What follows belongs to an exercise in optimizing a design on an open flow for small area, a short achievable clock period and few clock cycles per item; a production flow would make more cautious choices.
In this exercise RTL edits were held to simulation tests only and were not proved equivalent to the original.

===== flow/config.mk =====
export PLATFORM = sky130hd
export DESIGN_NAME = decconv_enc
export DESIGN_NICKNAME = decconv_enc
export VERILOG_FILES = /design/flow/design.v
export SDC_FILE = /design/flow/constraint.sdc
export NUM_CORES = 4
export LEC_CHECK = 0
export ABC_AREA = 1
export CAP_MARGIN = 20
export CORE_MARGIN = 2
export CORE_UTILIZATION = 40
export SETUP_SLACK_MARGIN = 4.5
export SLEW_MARGIN = 40
export SYNTH_MEMORY_MAX_BITS = 16384

===== flow/constraint.sdc =====
create_clock -name core_clock -period 10.0 [get_ports {clk}]
set_input_delay 2.0000 -clock core_clock [delete_from_list [all_inputs] [get_ports {clk}]]
set_output_delay 2.0000 -clock core_clock [all_outputs]
set_load 0.01 [all_outputs]

===== flow/design.v =====
module decconv_pow10_rom (
  input  wire [5:0]   idx,
  output reg  [127:0] pow
);
  always @(*) begin
    case (idx)
      6'd0: pow = 128'h00000000000000000000000000000001;
      6'd1: pow = 128'h0000000000000000000000000000000a;
      6'd2: pow = 128'h00000000000000000000000000000064;
      6'd3: pow = 128'h000000000000000000000000000003e8;
      6'd4: pow = 128'h00000000000000000000000000002710;
      6'd5: pow = 128'h000000000000000000000000000186a0;
      6'd6: pow = 128'h000000000000000000000000000f4240;
      6'd7: pow = 128'h00000000000000000000000000989680;
      6'd8: pow = 128'h00000000000000000000000005f5e100;
      6'd9: pow = 128'h0000000000000000000000003b9aca00;
      6'd10: pow = 128'h000000000000000000000002540be400;
      6'd11: pow = 128'h0000000000000000000000174876e800;
      6'd12: pow = 128'h0000000000000000000000e8d4a51000;
      6'd13: pow = 128'h0000000000000000000009184e72a000;
      6'd14: pow = 128'h000000000000000000005af3107a4000;
      6'd15: pow = 128'h000000000000000000038d7ea4c68000;
      6'd16: pow = 128'h0000000000000000002386f26fc10000;
      6'd17: pow = 128'h0000000000000000016345785d8a0000;
      6'd18: pow = 128'h00000000000000000de0b6b3a7640000;
      6'd19: pow = 128'h00000000000000008ac7230489e80000;
      6'd20: pow = 128'h00000000000000056bc75e2d63100000;
      6'd21: pow = 128'h000000000000003635c9adc5dea00000;
      6'd22: pow = 128'h000000000000021e19e0c9bab2400000;
      6'd23: pow = 128'h000000000000152d02c7e14af6800000;
      6'd24: pow = 128'h000000000000d3c21bcecceda1000000;
      6'd25: pow = 128'h0000000000084595161401484a000000;
      6'd26: pow = 128'h000000000052b7d2dcc80cd2e4000000;
      6'd27: pow = 128'h00000000033b2e3c9fd0803ce8000000;
      6'd28: pow = 128'h00000000204fce5e3e25026110000000;
      6'd29: pow = 128'h00000001431e0fae6d7217caa0000000;
      6'd30: pow = 128'h0000000c9f2c9cd04674edea40000000;
      6'd31: pow = 128'h0000007e37be2022c0914b2680000000;
      6'd32: pow = 128'h000004ee2d6d415b85acef8100000000;
      6'd33: pow = 128'h0000314dc6448d9338c15b0a00000000;
      6'd34: pow = 128'h0001ed09bead87c0378d8e6400000000;
      6'd35: pow = 128'h0013426172c74d822b878fe800000000;
      6'd36: pow = 128'h00c097ce7bc90715b34b9f1000000000;
      6'd37: pow = 128'h0785ee10d5da46d900f436a000000000;
      6'd38: pow = 128'h4b3b4ca85a86c47a098a224000000000;
      default: pow = 128'd0;
    endcase
  end
endmodule
module decconv_enc (
  input  wire         clk,
  input  wire         rst_n,
  input  wire         start,
  input  wire         w128,
  input  wire [5:0]   scale,
  input  wire [127:0] a,
  output wire         busy,
  output reg          done,
  output reg          fault,
  output reg  [5:0]   len,
  output wire [327:0] text
);
  localparam integer K   = 8;                  
  localparam integer NW  = (128 + K - 1) / K;  
  localparam integer NB  = NW * K;             
  localparam integer W32 = (32 + K - 1) / K;   
  localparam integer PW  = (NW > 16) ? 5 : 4;  
  localparam [1:0] ST_IDLE  = 2'd0,
                   ST_FETCH = 2'd1,
                   ST_DAB   = 2'd2,
                   ST_FIN   = 2'd3;
  reg [1:0]    state;
  reg [127:0]  b;         
  reg          w_r;
  reg          neg;
  reg [5:0]    s_r;
  reg [PW-1:0] p;         
  reg          lastw;     
  reg [K-1:0]  w;         
  reg [5:0]    c;         
  reg          uflag;     
  reg [5:0]    ds;        
  reg [163:0]  r;         
  assign busy = (state != ST_IDLE);
  wire neg_in = w128 ? a[127] : a[31];
  reg [NB-1:0] ax;
  reg [NW-1:0] need;
  reg [PW-1:0] p0;
  integer q1, i1;
  always @(*) begin
    for (i1 = 0; i1 < NB; i1 = i1 + 1) begin
      if (i1 >= 128)
        ax[i1] = neg_in;
      else if (i1 >= 32 && i1 < W32 * K)
        ax[i1] = w128 ? a[i1] : a[31];
      else
        ax[i1] = a[i1];
    end
    for (q1 = 0; q1 < NW; q1 = q1 + 1) begin
      if (q1 == 0)
        need[q1] = neg_in ? ~&ax[K-1:0] : |ax[K-1:0];
      else
        need[q1] = neg_in ? ~&ax[K*q1+K-1 -: K+1] : |ax[K*q1 +: K];
      if (q1 >= W32)
        need[q1] = need[q1] & w128;
    end
    p0 = {PW{1'b0}};
    for (q1 = 1; q1 < NW; q1 = q1 + 1)
      if (need[q1]) p0 = q1[PW-1:0];
  end
  wire bad_s = (scale > (w128 ? 6'd38 : 6'd9));
  reg [NB-1:0] bx;
  reg [NW-1:0] wnz;
  reg          lo;
  reg [K-1:0]  rw;
  reg          bb;
  reg [K-1:0]  mw;
  reg          run;
  integer j2, i2, q2, j3, i4;
  always @(*) begin
    for (i2 = 0; i2 < NB; i2 = i2 + 1) begin
      if (i2 >= 128)
        bx[i2] = neg;
      else if (i2 >= 32 && i2 < W32 * K)
        bx[i2] = w_r ? b[i2] : b[31];
      else
        bx[i2] = b[i2];
    end
    for (q2 = 0; q2 < NW; q2 = q2 + 1)
      wnz[q2] = |bx[K*q2 +: K];
    lo = 1'b0;
    for (q2 = 0; q2 < NW; q2 = q2 + 1)
      if (q2 < p) lo = lo | wnz[q2];
    rw = bx[K*p +: K];
    bb = (p == {PW{1'b0}}) ? 1'b1 : bx[K*p - 1];
    run = lo;
    for (j2 = 0; j2 < K; j2 = j2 + 1) begin
      mw[j2] = rw[j2] ^ (neg & run);
      run   = run | rw[j2];
    end
  end
  localparam integer NT = ((K + 1) * 30103) / 100000 + 1;   
  function integer nd_f(input integer l);
    begin
      nd_f = (l * 30103) / 100000 + 1;
    end
  endfunction
  reg [K:0]  hx;
  reg [4:0]  hp;
  always @(*) begin
    hx = neg ? ~{rw, bb} : {rw, 1'b0};
    hp = 5'd0;
    for (j3 = 0; j3 <= K; j3 = j3 + 1)
      if (hx[j3]) hp = j3[4:0];
  end
  function integer th_f(input integer pw, input integer idx);
    integer n, m, xv;
    begin
      n = 0;
      for (xv = 1; xv <= K + 1; xv = xv + 1)
        if (nd_f(pw * K + xv) != nd_f(pw * K + xv - 1)) n = n + 1;
      th_f = 0;
      m = NT - n;
      for (xv = 1; xv <= K + 1; xv = xv + 1)
        if (nd_f(pw * K + xv) != nd_f(pw * K + xv - 1)) begin
          if (m == idx) th_f = xv;
          m = m + 1;
        end
    end
  endfunction
  reg [4:0]  th  [0:NT-1];
  reg [5:0]  ckc [0:NT];
  integer    pp, ng;
  always @(*) begin
    for (i4 = 0; i4 < NT; i4 = i4 + 1) th[i4] = 5'd0;
    for (i4 = 0; i4 <= NT; i4 = i4 + 1) ckc[i4] = 6'd0;
    for (pp = 0; pp < NW; pp = pp + 1)
      for (ng = 0; ng < 2; ng = ng + 1)
        if (p == pp && neg == ng) begin
          for (i4 = 0; i4 < NT; i4 = i4 + 1)
            th[i4] = (th_f(pp, i4) == 0) ? 0 : th_f(pp, i4) - ng;
          for (i4 = 0; i4 <= NT; i4 = i4 + 1)
            ckc[i4] = 40 - nd_f(pp * K + K + 1) + i4;
        end
  end
  wire [5:0] ys1 = 6'd39 - s_r;
  reg  [5:0] cand [0:NT];
  reg  [39:0] ohc [0:NT];
  reg  [NT:0] ltk;
  reg  [NT:0] sel;
  reg  [39:0] inj_new;
  reg  [5:0] c_new;
  reg        nd_gt;
  integer    kk, ks;
  always @(*) begin
    for (kk = 0; kk <= NT; kk = kk + 1) begin
      ltk[kk]  = (ckc[kk] < ys1);
      cand[kk] = (ltk[kk] ? ckc[kk] : ys1) - {5'd0, neg};
      for (ks = 0; ks < 40; ks = ks + 1)
        ohc[kk][ks] = (cand[kk] == ks);
      sel[kk]  = (kk == NT || hp >= th[NT-1-kk]) && (kk == 0 || hp < th[NT-kk]);
    end
    inj_new = 40'd0;
    c_new   = 6'd0;
    nd_gt   = 1'b0;
    for (kk = 0; kk <= NT; kk = kk + 1)
      if (sel[kk]) begin
        inj_new = inj_new | ohc[kk];
        c_new   = c_new | cand[kk];
        nd_gt   = nd_gt | ltk[kk];
      end
  end
  function [3:0] stp(input [3:0] s, input cin);
    reg h, q, y1, y0;
    begin
      {h, q, y1, y0} = s;
      stp[3] = (q & y1 & cin) | (~h & q & y1) | (~h & y1 & cin) | (h & ~y1 & ~y0) | (~h & y0);
      stp[2] = cin;
      stp[1] = h ^ q;
      stp[0] = y1 & ~(h ^ q);
    end
  endfunction
  localparam [3:0] C_MINUS = 4'b0111,
                   C_DOT   = 4'b0011;
  function [4:0] chr(input [3:0] s);
    reg h, q, y1, y0;
    begin
      {h, q, y1, y0} = s;
      chr[4] = ~(y1 & y0);
      chr[3] = (y1 & y0) | (h & ~y1 & ~y0);
      chr[2] = (h & y1) | y0;
      chr[1] = (~q & y1) | (y1 & ~y0);
      chr[0] = q;
    end
  endfunction
  reg [39:0]  inj;       
  reg [159:0] x;
  reg [159:0] xn;
  reg         cy;
  integer t, k;
  always @(*) begin
    x = r[159:0];
    for (t = 0; t < K; t = t + 1) begin
      cy = 1'b0;
      for (k = 0; k < 40; k = k + 1) begin
        xn[4*k +: 4] = stp(x[4*k +: 4], cy | (inj[k] & w[K-1-t]));
        cy = x[4*k+3];
      end
      x = xn;
    end
  end
  wire u = uflag & (neg ? (r[155:152] == 4'd0) : (r[159:156] == 4'd0));
  reg [40:0]  gt;       
  reg [40:0]  f;
  reg [40:0]  pf;
  reg [40:0]  vfin;
  reg [5:0]   e;
  reg [163:0] rf;
  reg [3:0]   src0, src1, src2;
  integer s, d;
  always @(*) begin
    for (s = 0; s < 41; s = s + 1)
      gt[s] = (s > ds);
    for (s = 0; s < 41; s = s + 1)
      f[s] = ((s < 40) && (r[4*s +: 4] != 4'd0) && !gt[s] && (s != ds)) || (s == ds + 1);
    e = 6'd40;
    for (s = 40; s >= 0; s = s - 1)
      if (f[s]) e = s[5:0];
    pf = f;
    for (d = 1; d < 41; d = d * 2)
      pf = pf | (pf << d);
    vfin = u ? (pf << 1) : pf;
    for (s = 0; s < 41; s = s + 1) begin
      src0 = (s < 40) ? r[4*s +: 4] : 4'd0;
      src1 = (s >= 1) ? r[4*(s-1) +: 4] : 4'd0;
      src2 = (s >= 2) ? r[4*(s-2) +: 4] : 4'd0;
      if (s == 40 && neg)
        rf[4*s +: 4] = C_MINUS;
      else if (!u) begin
        if (gt[s])          rf[4*s +: 4] = src1;
        else if (s == ds)   rf[4*s +: 4] = C_DOT;
        else                rf[4*s +: 4] = src0;
      end else begin
        if ((s >= 1) && gt[s-1])  rf[4*s +: 4] = src2;
        else if (gt[s])           rf[4*s +: 4] = C_DOT;
        else                      rf[4*s +: 4] = src1;
      end
    end
  end
  wire [5:0] len_fin = 6'd41 - {5'd0, u} - e;
  reg  [40:0] vm;       
  always @(posedge clk) begin
    if (!rst_n) begin
      state <= ST_IDLE;
      done  <= 1'b0;
    end else begin
      done <= 1'b0;
      case (state)
        ST_IDLE: begin
          if (start) begin
            if (bad_s) begin
              fault <= 1'b1;
              len   <= 6'd0;
              vm    <= 41'd0;
              done  <= 1'b1;
            end else begin
              fault <= 1'b0;
              state <= ST_FETCH;
            end
          end
        end
        ST_FETCH: state <= ST_DAB;
        ST_DAB:   if (lastw) state <= ST_FIN;
        default: begin
          len   <= len_fin;
          vm    <= vfin;
          done  <= 1'b1;
          state <= ST_IDLE;
        end
      endcase
    end
  end
  always @(posedge clk) begin
    case (state)
      ST_IDLE: begin
        b   <= a;
        w_r <= w128;
        neg <= neg_in;
        s_r <= scale;
        p   <= p0;
      end
      ST_FETCH: begin
        w     <= mw;
        lastw <= (p == {PW{1'b0}});
        p     <= p - 1'b1;
        inj   <= inj_new;
        c     <= c_new;
        uflag <= nd_gt;
        r     <= 164'd0;
      end
      ST_DAB: begin
        w     <= mw;
        lastw <= (p == {PW{1'b0}});
        p     <= p - 1'b1;
        ds    <= c + s_r;
        r[159:0] <= x;
      end
      default: begin
        r <= rf;
      end
    endcase
  end
  genvar gi;
  generate
    for (gi = 0; gi < 41; gi = gi + 1) begin : g_txt
      wire [4:0] ch = chr(r[4*(40-gi) +: 4]);
      assign text[8*gi +: 8] = vm[40-gi] ? {2'b00, 1'b1, ch} : 8'h00;
    end
  endgenerate
endmodule

===== flow/run.sh =====
#!/bin/bash
# synth_recipe.tcl (not shown) runs the flow's synth.tcl, then flattens the netlist and writes it again
# the make line also repeats each setting of config.mk as NAME=value (left out here)
make -C /OpenROAD-flow-scripts/flow DESIGN_CONFIG=/design/flow/config.mk WORK_HOME=/design/flow/orfs CLKGATE_MAP_FILE= SYNTH_SCRIPT=/design/flow/synth_recipe.tcl finish

==> results.py, run 1 <==
metrics = {
    "sta": {
        "time_the_final_worst_path_needs_with_i_o_delays_and_setup_ns": 5.39,
        "setup_violations": 0,
        "rsz_0062_raised_after_global_routing": "true",
        "worst_slew_pin_slew_ns": 0.873,
        "fmax_ghz": 0.186,
        "finalMaxSlewViolations": 0,
        "post-route-period-util_pct": 53.9,
        "finalHoldViolCount": 0,
        "final_clock_skew_ns": 0.0387,
        "max_slew_headroom_pct": 41.1,
        "fin_tns_setup_ns": 0,
    },
    "worst_setup_path": {
        "timing.rr.start": "neg",
        "crit_path_cell_trace": "clkinv_2 -> ha_4 -> inv_1 -> clkdlybuf4s50_1",
        "worst_path_largest_cell_delay_ns": 0.77,
        "regToRegSetupSlack_ns": 4.74,
        "cp_data_arrival_time_ns": 3.39,
        "regToRegEndpoint": "vm[15]",
        "worst_path_dominant_cell_family": "buffers and inverters",
        "cp-startpoint": "state[1]",
        "cp_slowest_cell": "sky130_fd_sc_hd__clkdlybuf4s50_1",
        "required_ns": 8.00,
        "worstPathBufferInverterCount": 3,
        "worstSetupPathType": "reg2out",
        "element_type_at_the_critical_path_start": "flop",
        "crit_path_end_kind": "output pin",
        "critPathMaxFanout": 37,
        "timing.reg2reg.worst_path_depth": 10,
    },
    "yosys": {
        "synth-edff-count": 413,
        "syn-cell-area_sq_um": 51200,
        "main_combinational_cell_family_by_area_after_synthesis": "simple AND/OR/NAND/NOR gates",
        "synth_adder_area_share_pct": 10.3,
        "syn_avg_cell_area_sq_um": 6.80,
        "postSynthRegisterBits": 416,
        "synth_top_cells_by_area": "sky130_fd_sc_hd__edfxtp_1, sky130_fd_sc_hd__nand2_1, sky130_fd_sc_hd__ha_1",
        "synth_warn": 6,
        "yosys.area_share.xor_xnor_pct": 0.547,
        "dominantRegCellSynth": "sky130_fd_sc_hd__edfxtp_1",
        "yosysUniqueCellTypes": 86,
        "synth_mux_area_share_pct": 0,
        "synthMostInstantiatedCell": "sky130_fd_sc_hd__nand2_1",
        "synth_top_cells_by_count": "sky130_fd_sc_hd__nand2_1, sky130_fd_sc_hd__inv_1, sky130_fd_sc_hd__nor2_1",
        "synth_cells": 7542,
        "async_flop_share_pct": 0,
        "synth_compound_area_share_pct": 22.9,
        "synth.yosys.seq_area_share_pct": 24.3,
        "yosysTopAreaCellShare_pct": 24.2,
        "synth_simple_gate_area_share_pct": 30.2,
        "synth_area_leader_cell": "sky130_fd_sc_hd__edfxtp_1",
    },
    "floorplan": {
        "fp.coreArea_sq_um": 127000,
        "initial_utilization_pct": 40.2,
        "floorplan.die_area_sq_um": 131000,
        "dieHeight_um": 362,
        "pin_count": 475,
        "site_row_count": 131,
        "die_width_um": 362,
    },
    "final_layout": {
        "nets": 8479,
        "drive_above_1_share_pct": 13.1,
        "area.growth.synth_to_final_pct": 15.7,
        "layout.cell_area.non_filler_sq_um": 59300,
    },
    "grt": {
        "grt_max_degree": 77,
        "first_global_vias": 50000,
        "grt.total_usage_pct": 29.0,
        "grt_first_pass_wirelength_mm": 297,
        "grt_antenna_before_repair": 3,
        "overflow": 0,
    },
    "drt": {
        "top_layer": "met4",
        "routed_wirelength_mm": 198,
        "post_drt_via_cell_ratio": 5.65,
        "detail_route.wl_per_cell_um": 20.6,
        "antenna_left": 0,
        "route.layer.met1.wl_mm": 83.3,
        "wl_met2_mm": 88.6,
        "drc_errors": 0,
        "detailedRoute.firstIterationViolations": 5235,
        "route.met3.wl_mm": 17.2,
        "vias": 54400,
        "first_pass_iters": 8,
    },
    "clock_network": {
        "tritoncts.num_buffers": 51,
        "clk_path_buf_depth": 3,
        "cts.htree.levels": 2,
        "cts.reportedPaths.clkPinSlew_ns": 0.07,
        "cts_tree": "built",
        "cts_sink_count": 416,
        "hold_buffers": 0,
        "clock-root-buffer": "sky130_fd_sc_hd__clkbuf_16",
        "insertion_delay_ns": 0.64,
    },
    "min_path": {
        "worst_hold_path_type": "reg2reg",
        "worstHoldStart": "r[47]",
        "endpoint_of_the_worst_hold_timing_path": "r[51]",
        "worstHoldPathCells": 2,
    },
    "placed_design": {
        "io_buffer_count": 392,
        "gp_congestion": 0.967,
        "detailed_place_hpwl_mm": 155,
        "postPlaceCellArea_sq_um": 56100,
    },
    "run": {
        "maxCapViolCount": 0,
    },
    "status": {
        "outcome": "no timing/DRC/antenna violations",
    },
}
==> state kept, by name (all words and copies together) (netlist names) <==
name / flops
b: 128
c: 6
done: 1
ds: 6
fault: 1
inj: 40
lastw: 1
len: 6
neg: 1
p: 4
r: 164
s_r: 6
state: 2
uflag: 1
vm: 41
w: 8
==> stage by stage <==
step	instances	worst slack, ns	hold slack, ns	util [%]
CTS	9546	4.50	0.593	45.7
global route	9624	4.43	0.645	46.6
global placement	9444	3.89	0.578	44.0
floorplan	7623	4.54	0.519	-
detailed placement	9444	3.84	0.579	44.1
finish	9625	4.61	0.610	46.6
==> layer usage <==
layer	GRT usage, %	up-vias
met5	0	-
met4	11.7	0
met3	4.69	399
met2	47.0	2397
met1	38.4	25300
li1	-	26300
==> worst register-to-register path, stage by stage (launching register included) <==
cell,delay [ns]
sky130_fd_sc_hd__edfxtp_1,0.32
sky130_fd_sc_hd__buf_4,0.43
sky130_fd_sc_hd__inv_2,0.41
sky130_fd_sc_hd__nand2_1,0.16
sky130_fd_sc_hd__nand2_1,0.11
sky130_fd_sc_hd__nor2_4,0.66
sky130_fd_sc_hd__inv_2,0.58
sky130_fd_sc_hd__buf_4,0.54
sky130_fd_sc_hd__nor2_1,0.52
sky130_fd_sc_hd__clkinv_1,0.82
sky130_fd_sc_hd__o22ai_1,0.50
==> layout by cell type, fill, tap and decap left out, types with 33 or more instances in the layout <==
master | Yosys | layout
sky130_fd_sc_hd__ha_1 | 420 | 417
sky130_fd_sc_hd__clkbuf_16 | 0 | 54
sky130_fd_sc_hd__nor3_1 | 34 | 33
sky130_fd_sc_hd__a21oi_1 | 367 | 363
sky130_fd_sc_hd__o21ai_1 | 100 | 110
sky130_fd_sc_hd__nor2_1 | 604 | 571
sky130_fd_sc_hd__nand3_2 | 45 | 47
sky130_fd_sc_hd__o21ai_0 | 582 | 569
sky130_fd_sc_hd__a21oi_2 | 38 | 39
sky130_fd_sc_hd__o21ai_2 | 213 | 214
sky130_fd_sc_hd__nand2_1 | 1771 | 1761
sky130_fd_sc_hd__nor4_1 | 51 | 51
sky130_fd_sc_hd__nor2_2 | 39 | 53
sky130_fd_sc_hd__nand2_2 | 282 | 291
sky130_fd_sc_hd__edfxtp_1 | 413 | 413
sky130_fd_sc_hd__o221ai_1 | 67 | 67
sky130_fd_sc_hd__nand3_1 | 360 | 358
sky130_fd_sc_hd__nand4_1 | 57 | 57
sky130_fd_sc_hd__o22ai_1 | 125 | 125
sky130_fd_sc_hd__clkdlybuf4s50_1 | 0 | 391
sky130_fd_sc_hd__buf_4 | 89 | 93
sky130_fd_sc_hd__inv_1 | 1096 | 1073
sky130_fd_sc_hd__conb_1 | 1 | 82
sky130_fd_sc_hd__nand3b_1 | 104 | 104
sky130_fd_sc_hd__inv_2 | 38 | 48
sky130_fd_sc_hd__o211ai_1 | 97 | 97
==> worst max-delay path by stage <==
stage	endpoint	slack [ns]	cells after the start
after global placement	vm[6]	3.89	12
after floorplan	inj[10]	4.54	33
final	busy	4.61	4
after detailed placement	inj[4]	3.84	27
after CTS	inj[4]	4.50	28
after global routing	r[31]	4.43	31
==> kinds of logic (layout without fill, tap and decap cells) <==
family	after synthesis	after routing
compound gates	1838	1838
xor+xnor	32	32
simple gates	3427	3429
other cells	1	83
buf+inv	1407	1744
fa+ha+maj	421	421
flops	416	416
==> cell type report <==
type | count | area (sq um)
flip-flops and latches | 416 | 12500
inverters | 1142 | 4370
well taps | 1662 | 2080
diodes | 1 | 2.50
repair buffers | 507 | 5030
clock inverters | 40 | 539
clock buffers | 55 | 1310
fillers | 12900 | 68000
multi-input cells | 5802 | 33500
==> timing repair <==
| item | CTS | global route |
|---|---|---|
| endpoints found under the setup margin | 139 | 159 |
| cloned | 2 | 4 |
| gates resized for setup | 29 | 123 |
| endpoints found under the hold margin | 0 | 0 |
| pin swaps | 0 | 13 |
| buffers inserted | 5 | 73 |
Testbench counts, summed over its fixed seeds: cycles 9,750, items 960.
==> run 2, diff against run 1 <==
--- a/flow/config.mk
+++ b/flow/config.mk
@@ -11,4 +11,4 @@
 export CORE_UTILIZATION = 40
-export SETUP_SLACK_MARGIN = 4.5
-export SLEW_MARGIN = 40
+export SETUP_SLACK_MARGIN = 4.7
+export SLEW_MARGIN = 50
 export SYNTH_MEMORY_MAX_BITS = 16384
==> run 2 against run 1 <==
Effect of this change:
- highest routed layer is now met5
- non-clock buffer count grew 72
- critical endpoint unchanged
- clock skew shrank 0.016 ns
- final cell count grew 0.83%
==> results.py, run 2 <==
metrics = {
    "placed_design": {
        "placedCellCount": 9449,
        "gp_congestion": 0.960,
        "io_buffer_count": 392,
        "detailedPlace.worstSlack_ns": 3.70,
        "postPlaceCellArea_sq_um": 56200,
        "detailed_place_hpwl_mm": 157,
    },
    "sta": {
        "fin_ws_ns": 4.83,
        "fmax_ghz": 0.193,
        "finalHoldViolCount": 0,
        "setup_violations": 0,
        "holdWs_ns": 0.618,
        "post-route-period-util_pct": 51.7,
        "finalMaxSlewViolations": 0,
        "final_clock_skew_ns": 0.0224,
        "time_the_final_worst_path_needs_with_i_o_delays_and_setup_ns": 5.17,
        "fin_tns_setup_ns": 0,
        "worst_slew_pin_slew_ns": 0.896,
        "rsz_0062_raised_after_global_routing": "true",
        "max_slew_headroom_pct": 40.3,
    },
    "grt": {
        "global_route.usage.met2_pct": 47.5,
        "use_met3_pct": 4.91,
        "grt_max_degree": 72,
        "gr-max-usage-layer": "met2",
        "use_met1_pct": 38.8,
        "grt_first_pass_wirelength_mm": 301,
        "first_global_vias": 50100,
        "grt.total_usage_pct": 29.5,
        "grt_antenna_before_repair": 5,
        "overflow": 0,
    },
    "drt": {
        "routed_wirelength_mm": 202,
        "first_pass_iters": 8,
        "antenna_left": 0,
        "detail_route.wl_per_cell_um": 20.9,
        "detailedRoute.firstIterationViolations": 5353,
        "post_drt_via_cell_ratio": 5.64,
        "drc_errors": 0,
        "vias": 54700,
    },
    "yosys": {
        "async_flop_share_pct": 0,
        "yosysUniqueCellTypes": 86,
        "dominantRegCellSynth": "sky130_fd_sc_hd__edfxtp_1",
        "synth-edff-count": 413,
        "yosysTopAreaCellShare_pct": 24.2,
        "synthMostInstantiatedCell": "sky130_fd_sc_hd__nand2_1",
        "synth_area_leader_cell": "sky130_fd_sc_hd__edfxtp_1",
        "synth.yosys.seq_area_share_pct": 24.3,
        "syn_avg_cell_area_sq_um": 6.80,
        "syn-cell-area_sq_um": 51200,
        "synth_cells": 7542,
        "synth_top_cells_by_count": "sky130_fd_sc_hd__nand2_1, sky130_fd_sc_hd__inv_1, sky130_fd_sc_hd__nor2_1",
        "synth_warn": 6,
        "synth_top_cells_by_area": "sky130_fd_sc_hd__edfxtp_1, sky130_fd_sc_hd__nand2_1, sky130_fd_sc_hd__ha_1",
        "postSynthRegisterBits": 416,
    },
    "final_layout": {
        "layout_top_registers": "r (164), b (128), vm (41)",
        "layout.cell_area.non_filler_sq_um": 60400,
        "postLayoutCoreUtil_pct": 47.4,
        "regMostFlops": "r",
        "layout_commonest_cell": "sky130_fd_sc_hd__nand2_1",
        "num-fill-cells": 12900,
        "area.growth.synth_to_final_pct": 17.8,
        "drive_above_1_share_pct": 15.1,
        "layout.cells.most_common_list": "sky130_fd_sc_hd__nand2_1, sky130_fd_sc_hd__inv_1, sky130_fd_sc_hd__nor2_1, sky130_fd_sc_hd__o21ai_0, sky130_fd_sc_hd__edfxtp_1",
        "nets": 8556,
        "largest_register_ff_count": 164,
        "instances_no_fill": 9705,
    },
    "floorplan": {
        "pin_count": 475,
        "dieHeight_um": 362,
        "initial_utilization_pct": 40.2,
        "site_row_count": 131,
        "floorplan.die_area_sq_um": 131000,
        "die_width_um": 362,
        "fp.coreArea_sq_um": 127000,
    },
    "worst_setup_path": {
        "crit_path_end_kind": "output pin",
        "worstSetupPathType": "reg2out",
        "element_type_at_the_critical_path_start": "flop",
        "critPathMaxFanout": 14,
        "cp_data_arrival_time_ns": 3.17,
        "required_ns": 8.00,
    },
    "run": {
        "maxCapViolCount": 0,
    },
    "clock_network": {
        "clock-root-buffer": "sky130_fd_sc_hd__clkbuf_16",
        "cts_sink_count": 416,
        "cts.reportedPaths.clkPinSlew_ns": 0.06,
        "cts_tree": "built",
        "insertion_delay_ns": 0.66,
        "cts.htree.levels": 2,
        "clk_path_buf_depth": 3,
        "tritoncts.num_buffers": 52,
    },
    "status": {
        "outcome": "no timing/DRC/antenna violations",
    },
    "min_path": {
        "worst_hold_path_type": "reg2reg",
    },
}
[run 2: cell counts after synthesis]
Identical to the previous run, type by type.
[run 2: layer usage]
layer,wire length (um),up-vias
met3,17400,441
met4,10700,8
met5,58,-
met1,84800,25400
li1,-,26500
met2,89500,2381
[run 2: logic make-up after synthesis]
kind of cell | Yosys count | share of synthesized area, %
AO/OA/AOI/OAI | 1838 | 22.9
XOR/XNOR | 32 | 0.547
adder cells (fa/ha/maj) | 421 | 10.3
buffers and inverters | 1407 | 11.8
flip-flops | 416 | 24.3
other | 1 | 0.00732
AND/OR/NAND/NOR | 3427 | 30.2
[run 2: critical path, stage by stage, from the launching register on]
cell                              delay [ns]
sky130_fd_sc_hd__dfxtp_2                0.33
sky130_fd_sc_hd__clkinv_1               0.50
sky130_fd_sc_hd__ha_4                   0.51
sky130_fd_sc_hd__inv_1                  0.42
sky130_fd_sc_hd__clkdlybuf4s50_1        0.76
[run 2: worst paths after layout]
| path | cells past startpoint | from | slack (ns) | end |
|---|---|---|---|---|
| worst max-delay path | 4 | state[1] | 4.83 | busy |
| worst min-delay path | 2 | r[47] | 0.62 | r[51] |
| worst max register to register | 34 | r[7] | 4.83 | r[12] |
| worst min register to register | 2 | r[47] | 0.62 | r[51] |
[run 2: final cells by class]
| class | count | area (sq um) | share of cell area [%] |
|---|---|---|---|
| Antenna cell | 2 | 5.00 | 0.00829 |
| Clock buffer | 59 | 1350 | 2.23 |
| Clock inverter | 39 | 387 | 0.641 |
| Inverter | 1142 | 4400 | 7.28 |
| Multi-Input combinational cell | 5803 | 34000 | 56.3 |
| Sequential cell | 416 | 12500 | 20.6 |
| Tap cell | 1662 | 2080 | 3.45 |
| Timing Repair Buffer | 579 | 5640 | 9.34 |
| Timing Repair inverter | 3 | 30.0 | 0.0498 |
[run 2: timing repair]
item                       in CTS  in global routing
pin swaps                       1                 65
setup endpoints to repair     119                188
buffers inserted               13                134
hold buffers                    0                  0
gates resized for setup        48                237
cloned                          2                  6
==> run 3, diff against run 2 <==
--- a/flow/design.v
+++ b/flow/design.v
@@ -83,3 +83,4 @@
   reg [163:0]  r;         
-  assign busy = (state != ST_IDLE);
+  reg          busy_r;    
+  assign busy = busy_r;
   wire neg_in = w128 ? a[127] : a[31];
@@ -293,4 +294,5 @@
     if (!rst_n) begin
-      state <= ST_IDLE;
-      done  <= 1'b0;
+      state  <= ST_IDLE;
+      busy_r <= 1'b0;
+      done   <= 1'b0;
     end else begin
@@ -306,4 +308,5 @@
             end else begin
-              fault <= 1'b0;
-              state <= ST_FETCH;
+              fault  <= 1'b0;
+              state  <= ST_FETCH;
+              busy_r <= 1'b1;
             end
@@ -316,4 +319,5 @@
           vm    <= vfin;
-          done  <= 1'b1;
-          state <= ST_IDLE;
+          done   <= 1'b1;
+          state  <= ST_IDLE;
+          busy_r <= 1'b0;
         end
==> run 3 against run 2 <==
Effect of this change:
- synthesized cell count up 0.52%
- clock skew up 0.013 ns
- critical path depth up 32
- final area up 3.6%
- register-to-register slack about the same
- critical path type is now reg2reg
- routed wire length up 0.85%
- still clean
==> results.py, run 3 <==
metrics = {
    "sta": {
        "finalMaxSlewViolations": 0,
        "holdWs_ns": 0.638,
        "rsz_0062_raised_after_global_routing": "true",
        "final_clock_skew_ns": 0.0357,
        "post-route-period-util_pct": 51.8,
        "max_slew_headroom_pct": 50.6,
        "worst_slew_pin_slew_ns": 0.729,
        "fin_tns_setup_ns": 0,
        "fin_ws_ns": 4.82,
        "time_the_final_worst_path_needs_with_i_o_delays_and_setup_ns": 5.18,
        "setup_violations": 0,
        "fmax_ghz": 0.193,
        "finalHoldViolCount": 0,
    },
    "final_layout": {
        "drive_above_1_share_pct": 18.6,
        "layout.cell_area.non_filler_sq_um": 62600,
        "num-fill-cells": 13000,
        "regMostFlops": "r",
        "layout_commonest_cell": "sky130_fd_sc_hd__nand2_1",
        "layout_top_registers": "r (164), b (128), vm (41)",
        "instances_no_fill": 9858,
        "nets": 8634,
        "postLayoutCoreUtil_pct": 48.2,
        "layout.cells.most_common_list": "sky130_fd_sc_hd__nand2_1, sky130_fd_sc_hd__inv_1, sky130_fd_sc_hd__o21ai_0",
        "area.growth.synth_to_final_pct": 19.2,
        "largest_register_ff_count": 164,
    },
    "drt": {
        "antenna_left": 0,
        "routed_wirelength_mm": 204,
        "vias": 55400,
        "detailedRoute.firstIterationViolations": 5184,
        "first_pass_iters": 6,
        "drc_errors": 0,
        "post_drt_via_cell_ratio": 5.62,
        "detail_route.wl_per_cell_um": 20.7,
    },
    "grt": {
        "grt.total_usage_pct": 28.4,
        "global_route.usage.met2_pct": 46.9,
        "grt_first_pass_wirelength_mm": 300,
        "overflow": 0,
        "gr-max-usage-layer": "met2",
        "grt_antenna_before_repair": 4,
        "first_global_vias": 50300,
        "grt_max_degree": 105,
        "use_met3_pct": 3.99,
        "use_met1_pct": 37.5,
    },
    "clock_network": {
        "insertion_delay_ns": 0.66,
        "clk_path_buf_depth": 3,
        "cts_tree": "built",
        "clock-root-buffer": "sky130_fd_sc_hd__clkbuf_16",
        "cts_sink_count": 417,
        "cts.htree.levels": 2,
        "hold_buffers": 0,
        "tritoncts.num_buffers": 52,
        "cts.reportedPaths.clkPinSlew_ns": 0.06,
    },
    "worst_setup_path": {
        "cp_data_arrival_time_ns": 5.57,
        "crit_path_end_kind": "flop",
        "cp_slowest_cell": "sky130_fd_sc_hd__edfxtp_1",
        "regToRegEndpoint": "r[136]",
        "timing.reg2reg.worst_path_depth": 36,
        "worst_path_largest_cell_delay_ns": 0.46,
        "critPathMaxFanout": 8,
        "element_type_at_the_critical_path_start": "flop",
        "timing.rr.start": "w[7]",
        "worstSetupPathType": "reg2reg",
        "required_ns": 10.39,
        "regToRegSetupSlack_ns": 4.82,
    },
    "yosys": {
        "synth_top_cells_by_count": "sky130_fd_sc_hd__nand2_1, sky130_fd_sc_hd__inv_1, sky130_fd_sc_hd__o21ai_0",
        "async_flop_share_pct": 0,
        "synth_top_cells_by_area": "sky130_fd_sc_hd__edfxtp_1, sky130_fd_sc_hd__nand2_1, sky130_fd_sc_hd__ha_1",
        "synth-edff-count": 413,
        "synth_area_leader_cell": "sky130_fd_sc_hd__edfxtp_1",
        "synth_warn": 6,
        "syn-cell-area_sq_um": 52500,
        "dominantRegCellSynth": "sky130_fd_sc_hd__edfxtp_1",
        "yosysUniqueCellTypes": 97,
        "synth_cells": 7581,
        "synth.yosys.seq_area_share_pct": 23.8,
        "postSynthRegisterBits": 417,
        "yosysTopAreaCellShare_pct": 23.6,
        "syn_avg_cell_area_sq_um": 6.92,
        "synthMostInstantiatedCell": "sky130_fd_sc_hd__nand2_1",
    },
    "floorplan": {
        "initial_utilization_pct": 40.4,
        "site_row_count": 132,
        "pin_count": 475,
        "fp.coreArea_sq_um": 130000,
        "floorplan.die_area_sq_um": 134000,
        "die_width_um": 366,
        "dieHeight_um": 366,
    },
    "run": {
        "maxCapViolCount": 0,
    },
    "min_path": {
        "worst_hold_path_type": "reg2reg",
        "worstHoldPathCells": 2,
        "endpoint_of_the_worst_hold_timing_path": "state[0]",
        "worstHoldStart": "state[0]",
    },
    "placed_design": {
        "io_buffer_count": 392,
        "placedCellCount": 9571,
        "detailedPlace.worstSlack_ns": 3.79,
        "postPlaceCellArea_sq_um": 57700,
        "gp_congestion": 1.00,
        "detailed_place_hpwl_mm": 157,
    },
    "status": {
        "outcome": "no timing/DRC/antenna violations",
    },
}
[run 3: changes by cell type after synthesis, sizes merged, moves of 19 or more]
cell | previous run | this run
nor2 | 654 | 582
nand3b | 111 | 85
nand2 | 2058 | 2089
nand4 | 58 | 77
o221ai | 67 | 17
a21oi | 406 | 496
[run 3: routing by layer]
layer	vias up	routed length, um
li1	26700	-
met1	26000	85500
met2	2350	93100
met3	431	16200
met4	2	9330
met5	-	13
[run 3: kinds of logic (layout without fill, tap and decap cells)]
family | after synthesis | in the layout | share of synthesized area (%)
AO/OA/AOI/OAI | 1910 | 1910 | 23.8
XOR/XNOR | 37 | 37 | 0.632
adder cells (fa/ha/maj) | 422 | 422 | 10.1
buffers and inverters | 1415 | 1866 | 11.5
flip-flops | 417 | 417 | 23.8
other | 2 | 84 | 0.0143
AND/OR/NAND/NOR | 3378 | 3380 | 30.2
[run 3: final cells by class]
cell class | count | area [sq um] | area share, %
Timing Repair inverter | 1 | 5.00 | 0.00800
Multi-Input combinational cell | 5832 | 35800 | 57.3
Clock buffer | 60 | 1330 | 2.13
Timing Repair Buffer | 623 | 5990 | 9.58
Tap cell | 1742 | 2180 | 3.48
Antenna cell | 1 | 2.50 | 0.00400
Inverter | 1147 | 4370 | 6.99
Sequential cell | 417 | 12500 | 20.0
Clock inverter | 35 | 363 | 0.580
[run 3: worst max path at each step]
stage,start,to,slack (ns),cells past startpoint
after floorplan,p[0],inj[24],4.74,33
after global routing,w[7],r[19],4.49,43
after CTS,ds[2],len[5],4.60,51
final,w[7],r[136],4.82,36
after detailed placement,p[1],inj[12],3.79,24
after global placement,w128,vm[34],3.55,12
[run 3: timing repair]
item                                    CTS  global route
setup buffers                            22           162
gates cloned                              1             6
pin swaps                                 0           124
endpoints found under the setup margin  140           150
resized for setup                        41           353
[run 3: critical path, delay by kind of cell, from the launching register on]
family,cells,cell delay [ns]
AND/OR/NAND/NOR,14,1.34
adder cells (fa/ha/maj),6,1.11
AO/OA/AOI/OAI,8,0.95
buffers and inverters,8,1.03
flip-flops,1,0.46
Testbench counts of run 3, summed over its fixed seeds: cycles 9,750, items 960.
==> run 4, diff against run 3 <==
--- a/flow/design.v
+++ b/flow/design.v
@@ -83,4 +83,3 @@
   reg [163:0]  r;         
-  reg          busy_r;    
-  assign busy = busy_r;
+  assign busy = (state != ST_IDLE);
   wire neg_in = w128 ? a[127] : a[31];
@@ -255,4 +254,2 @@
   reg [40:0]  f;
-  reg [40:0]  pf;
-  reg [40:0]  vfin;
   reg [5:0]   e;
@@ -260,3 +257,3 @@
   reg [3:0]   src0, src1, src2;
-  integer s, d;
+  integer s;
   always @(*) begin
@@ -269,6 +266,2 @@
       if (f[s]) e = s[5:0];
-    pf = f;
-    for (d = 1; d < 41; d = d * 2)
-      pf = pf | (pf << d);
-    vfin = u ? (pf << 1) : pf;
     for (s = 0; s < 41; s = s + 1) begin
@@ -291,8 +284,6 @@
   wire [5:0] len_fin = 6'd41 - {5'd0, u} - e;
-  reg  [40:0] vm;       
   always @(posedge clk) begin
     if (!rst_n) begin
-      state  <= ST_IDLE;
-      busy_r <= 1'b0;
-      done   <= 1'b0;
+      state <= ST_IDLE;
+      done  <= 1'b0;
     end else begin
@@ -305,8 +296,6 @@
               len   <= 6'd0;
-              vm    <= 41'd0;
               done  <= 1'b1;
             end else begin
-              fault  <= 1'b0;
-              state  <= ST_FETCH;
-              busy_r <= 1'b1;
+              fault <= 1'b0;
+              state <= ST_FETCH;
             end
@@ -318,6 +307,4 @@
           len   <= len_fin;
-          vm    <= vfin;
-          done   <= 1'b1;
-          state  <= ST_IDLE;
-          busy_r <= 1'b0;
+          done  <= 1'b1;
+          state <= ST_IDLE;
         end
@@ -356,2 +343,13 @@
   end
+  reg [5:0] gth, eqh;
+  reg [7:0] gtl;
+  integer hh;
+  always @(*) begin
+    for (hh = 0; hh < 6; hh = hh + 1) begin
+      gth[hh] = (len[5:3] > hh);
+      eqh[hh] = (len[5:3] == hh);
+    end
+    for (hh = 0; hh < 8; hh = hh + 1)
+      gtl[hh] = (len[2:0] > hh);
+  end
   genvar gi;
@@ -360,3 +358,4 @@
       wire [4:0] ch = chr(r[4*(40-gi) +: 4]);
-      assign text[8*gi +: 8] = vm[40-gi] ? {2'b00, 1'b1, ch} : 8'h00;
+      wire       v  = gth[gi / 8] | (eqh[gi / 8] & gtl[gi % 8]);
+      assign text[8*gi +: 8] = v ? {2'b00, 1'b1, ch} : 8'h00;
     end
==> run 4 against run 3 <==
Effect of this change:
- still clean on timing, DRC and antenna
- non-clock buffer count shrank 34
- die area shrank 3.1%
- core utilization is 0.60 points lower
- global-route usage up 3.0 points
- first-iteration DRC count increased by 0.93%
- fmax is 3.9% lower
- critical endpoint is now text[313]
- highest routed layer unchanged
==> results.py, run 4 <==
metrics = {
    "status": {
        "outcome": "no timing/DRC/antenna violations",
    },
    "final_layout": {
        "layout.cells.most_common_list": "sky130_fd_sc_hd__nand2_1, sky130_fd_sc_hd__inv_1, sky130_fd_sc_hd__nor2_1",
        "area.growth.synth_to_final_pct": 17.8,
        "num-fill-cells": 12800,
        "regMostFlops": "r",
        "drive_above_1_share_pct": 18.5,
        "instances_no_fill": 9552,
        "layout_commonest_cell": "sky130_fd_sc_hd__nand2_1",
        "nets": 8421,
        "largest_register_ff_count": 164,
        "layout_top_registers": "r (164), b (128), inj (40)",
        "layout.cell_area.non_filler_sq_um": 59900,
        "postLayoutCoreUtil_pct": 47.6,
    },
    "yosys": {
        "yosysTopAreaCellShare_pct": 22.0,
        "postSynthRegisterBits": 375,
        "syn_avg_cell_area_sq_um": 6.84,
        "synth_cells": 7436,
        "synthMostInstantiatedCell": "sky130_fd_sc_hd__nand2_1",
        "synth.yosys.seq_area_share_pct": 22.1,
        "synth_area_leader_cell": "sky130_fd_sc_hd__edfxtp_1",
        "syn-cell-area_sq_um": 50800,
        "synth-edff-count": 372,
        "yosysUniqueCellTypes": 93,
        "synth_top_cells_by_count": "sky130_fd_sc_hd__nand2_1, sky130_fd_sc_hd__inv_1, sky130_fd_sc_hd__nor2_1",
        "async_flop_share_pct": 0,
        "synth_top_cells_by_area": "sky130_fd_sc_hd__edfxtp_1, sky130_fd_sc_hd__nand2_1, sky130_fd_sc_hd__ha_1",
        "synth_warn": 6,
        "dominantRegCellSynth": "sky130_fd_sc_hd__edfxtp_1",
    },
    "placed_design": {
        "placedCellCount": 9314,
        "postPlaceCellArea_sq_um": 55700,
        "gp_congestion": 1.02,
        "detailedPlace.worstSlack_ns": 3.59,
        "detailed_place_hpwl_mm": 169,
        "io_buffer_count": 392,
    },
    "floorplan": {
        "pin_count": 475,
        "floorplan.die_area_sq_um": 130000,
        "dieHeight_um": 361,
        "site_row_count": 130,
        "initial_utilization_pct": 40.4,
        "die_width_um": 361,
        "fp.coreArea_sq_um": 126000,
    },
    "drt": {
        "route.layer.met1.wl_mm": 87.9,
        "detailedRoute.firstIterationViolations": 5232,
        "post_drt_via_cell_ratio": 5.71,
        "route.met3.wl_mm": 19.8,
        "antenna_left": 0,
        "routed_wirelength_mm": 214,
        "detail_route.wl_per_cell_um": 22.4,
        "first_pass_iters": 6,
        "vias": 54500,
        "wl_met2_mm": 94.9,
        "drc_errors": 0,
        "top_layer": "met5",
    },
    "clock_network": {
        "insertion_delay_ns": 0.68,
        "cts.htree.levels": 2,
        "clk_path_buf_depth": 3,
        "tritoncts.num_buffers": 49,
        "cts_tree": "built",
        "cts_sink_count": 375,
        "clock-root-buffer": "sky130_fd_sc_hd__clkbuf_16",
        "cts.reportedPaths.clkPinSlew_ns": 0.07,
    },
    "sta": {
        "post-route-period-util_pct": 53.8,
        "fin_ws_ns": 4.62,
        "fin_tns_setup_ns": 0,
        "setup_violations": 0,
        "worst_slew_pin_slew_ns": 0.797,
        "fmax_ghz": 0.186,
        "finalHoldViolCount": 0,
        "time_the_final_worst_path_needs_with_i_o_delays_and_setup_ns": 5.38,
        "final_clock_skew_ns": 0.0430,
        "holdWs_ns": 0.584,
        "finalMaxSlewViolations": 0,
        "max_slew_headroom_pct": 46.4,
        "rsz_0062_raised_after_global_routing": "true",
    },
    "worst_setup_path": {
        "crit_path_end_kind": "output pin",
        "regToRegSetupSlack_ns": 4.72,
        "critPathMaxFanout": 10,
        "required_ns": 8.00,
        "worstSetupPathType": "reg2out",
        "cp_data_arrival_time_ns": 3.38,
        "element_type_at_the_critical_path_start": "flop",
    },
    "run": {
        "maxCapViolCount": 0,
    },
    "grt": {
        "grt_first_pass_wirelength_mm": 314,
        "grt.total_usage_pct": 31.4,
        "grt_antenna_before_repair": 6,
        "grt_max_degree": 82,
        "first_global_vias": 50400,
        "overflow": 0,
    },
    "min_path": {
        "worst_hold_path_type": "reg2reg",
    },
}
[run 4: changes by cell type after synthesis, moves of 10 or more]
cell	change
sky130_fd_sc_hd__buf_4	+38
sky130_fd_sc_hd__nand2_1	-100
sky130_fd_sc_hd__o2111ai_1	-11
sky130_fd_sc_hd__a211oi_1	-10
sky130_fd_sc_hd__or2_1	-11
sky130_fd_sc_hd__inv_1	-59
sky130_fd_sc_hd__o21ai_2	+20
sky130_fd_sc_hd__nor4_1	-13
sky130_fd_sc_hd__nor2_1	+79
sky130_fd_sc_hd__o22ai_1	-31
sky130_fd_sc_hd__edfxtp_1	-41
sky130_fd_sc_hd__o21ai_0	+39
sky130_fd_sc_hd__nand4_1	-17
[run 4: worst max-delay path, cell delays in order, from the launching register on]
cell and delay, ns:
sky130_fd_sc_hd__edfxtp_1 0.52, sky130_fd_sc_hd__clkinv_4 0.21, sky130_fd_sc_hd__nor3_1 0.07, sky130_fd_sc_hd__buf_4 0.20, sky130_fd_sc_hd__nor2_4 0.28, sky130_fd_sc_hd__clkinvlp_4 0.19
sky130_fd_sc_hd__buf_4 0.19, sky130_fd_sc_hd__a211oi_1 0.38, sky130_fd_sc_hd__clkdlybuf4s50_1 0.67
[run 4: path summary, 6_finish.rpt]
| check | cells past startpoint | to | start |
|---|---|---|---|
| min reg2reg | 1 | ds[0] | c[0] |
| min | 1 | ds[0] | c[0] |
| max | 8 | text[313] | len[5] |
| max reg2reg | 31 | len[5] | ds[5] |
[run 4: cell type report]
class	count	area (sq um)	share of cell area, %
diodes	2	5.00	0.00835
clock buffers	52	1240	2.07
clock inverters	39	403	0.672
inverters	1091	4240	7.08
multi-input cells	5752	35000	58.4
flip-flops and latches	375	11200	18.7
well taps	1650	2060	3.45
repair buffers	589	5730	9.57
repair inverters	2	23.8	0.0397
[run 4: cell families after synthesis]
kind of cell,synth area share (%)
simple gates,30.7
compound gates,24.2
fa+ha+maj,10.4
xor+xnor,0.632
other cells,0.0148
buf+inv,11.9
flops,22.1
[run 4: repair_timing]
item | in CTS | in global routing
setup buffers | 36 | 102
setup endpoints to repair | 376 | 172
resized for setup | 108 | 225
pin swaps | 5 | 40
hold buffers | 0 | 0
cloned | 4 | 3
[run 4: per-layer routing]
layer  vias to the layer above  global-route usage, %
met5                         -                      0
met4                         2                   14.3
met3                       471                   5.56
met2                      2525                   50.1
met1                     25600                   41.3
li1                      25900                      -
Testbench counts of run 4, summed over its fixed seeds: cycles 9,750, items 960.

what the ideal ports hide:
The results above use ideal ports. As a check the final layouts listed here were re-extracted and re-timed, cells and wires unchanged. Step 1 (the two cells are an assumption about what drives the block):
set clk [get_ports {clk}]
set_driving_cell -lib_cell sky130_fd_sc_hd__clkbuf_16 $clk
set_driving_cell -lib_cell sky130_fd_sc_hd__buf_2 [delete_from_list [all_inputs] $clk]
Step 2 also shifts input and output timing later by t, the mid clock arrival at the registers, as if the neighbouring blocks saw the same clock. a / b / c = ideal ports / drivers / drivers and shift; a / b = the first two.
run | t (ns) | setup WS [ns] | worst setup path at the end
run 1 | 0.695 | 4.609 / 4.538 / 4.645 | input to register
run 2 | 0.718 | 4.827 / 4.753 / 4.671 | input to register
run 3 | 0.704 | 4.823 / 4.823 / 4.501 | input to register
run 4 | 0.738 | 4.615 / 4.539 / 4.470 | input to register
After both steps every run listed still meets setup and hold. For run 3, which loses most, drivers alone change the setup slack by 0.000 ns; drivers and shift together by -0.322 ns.
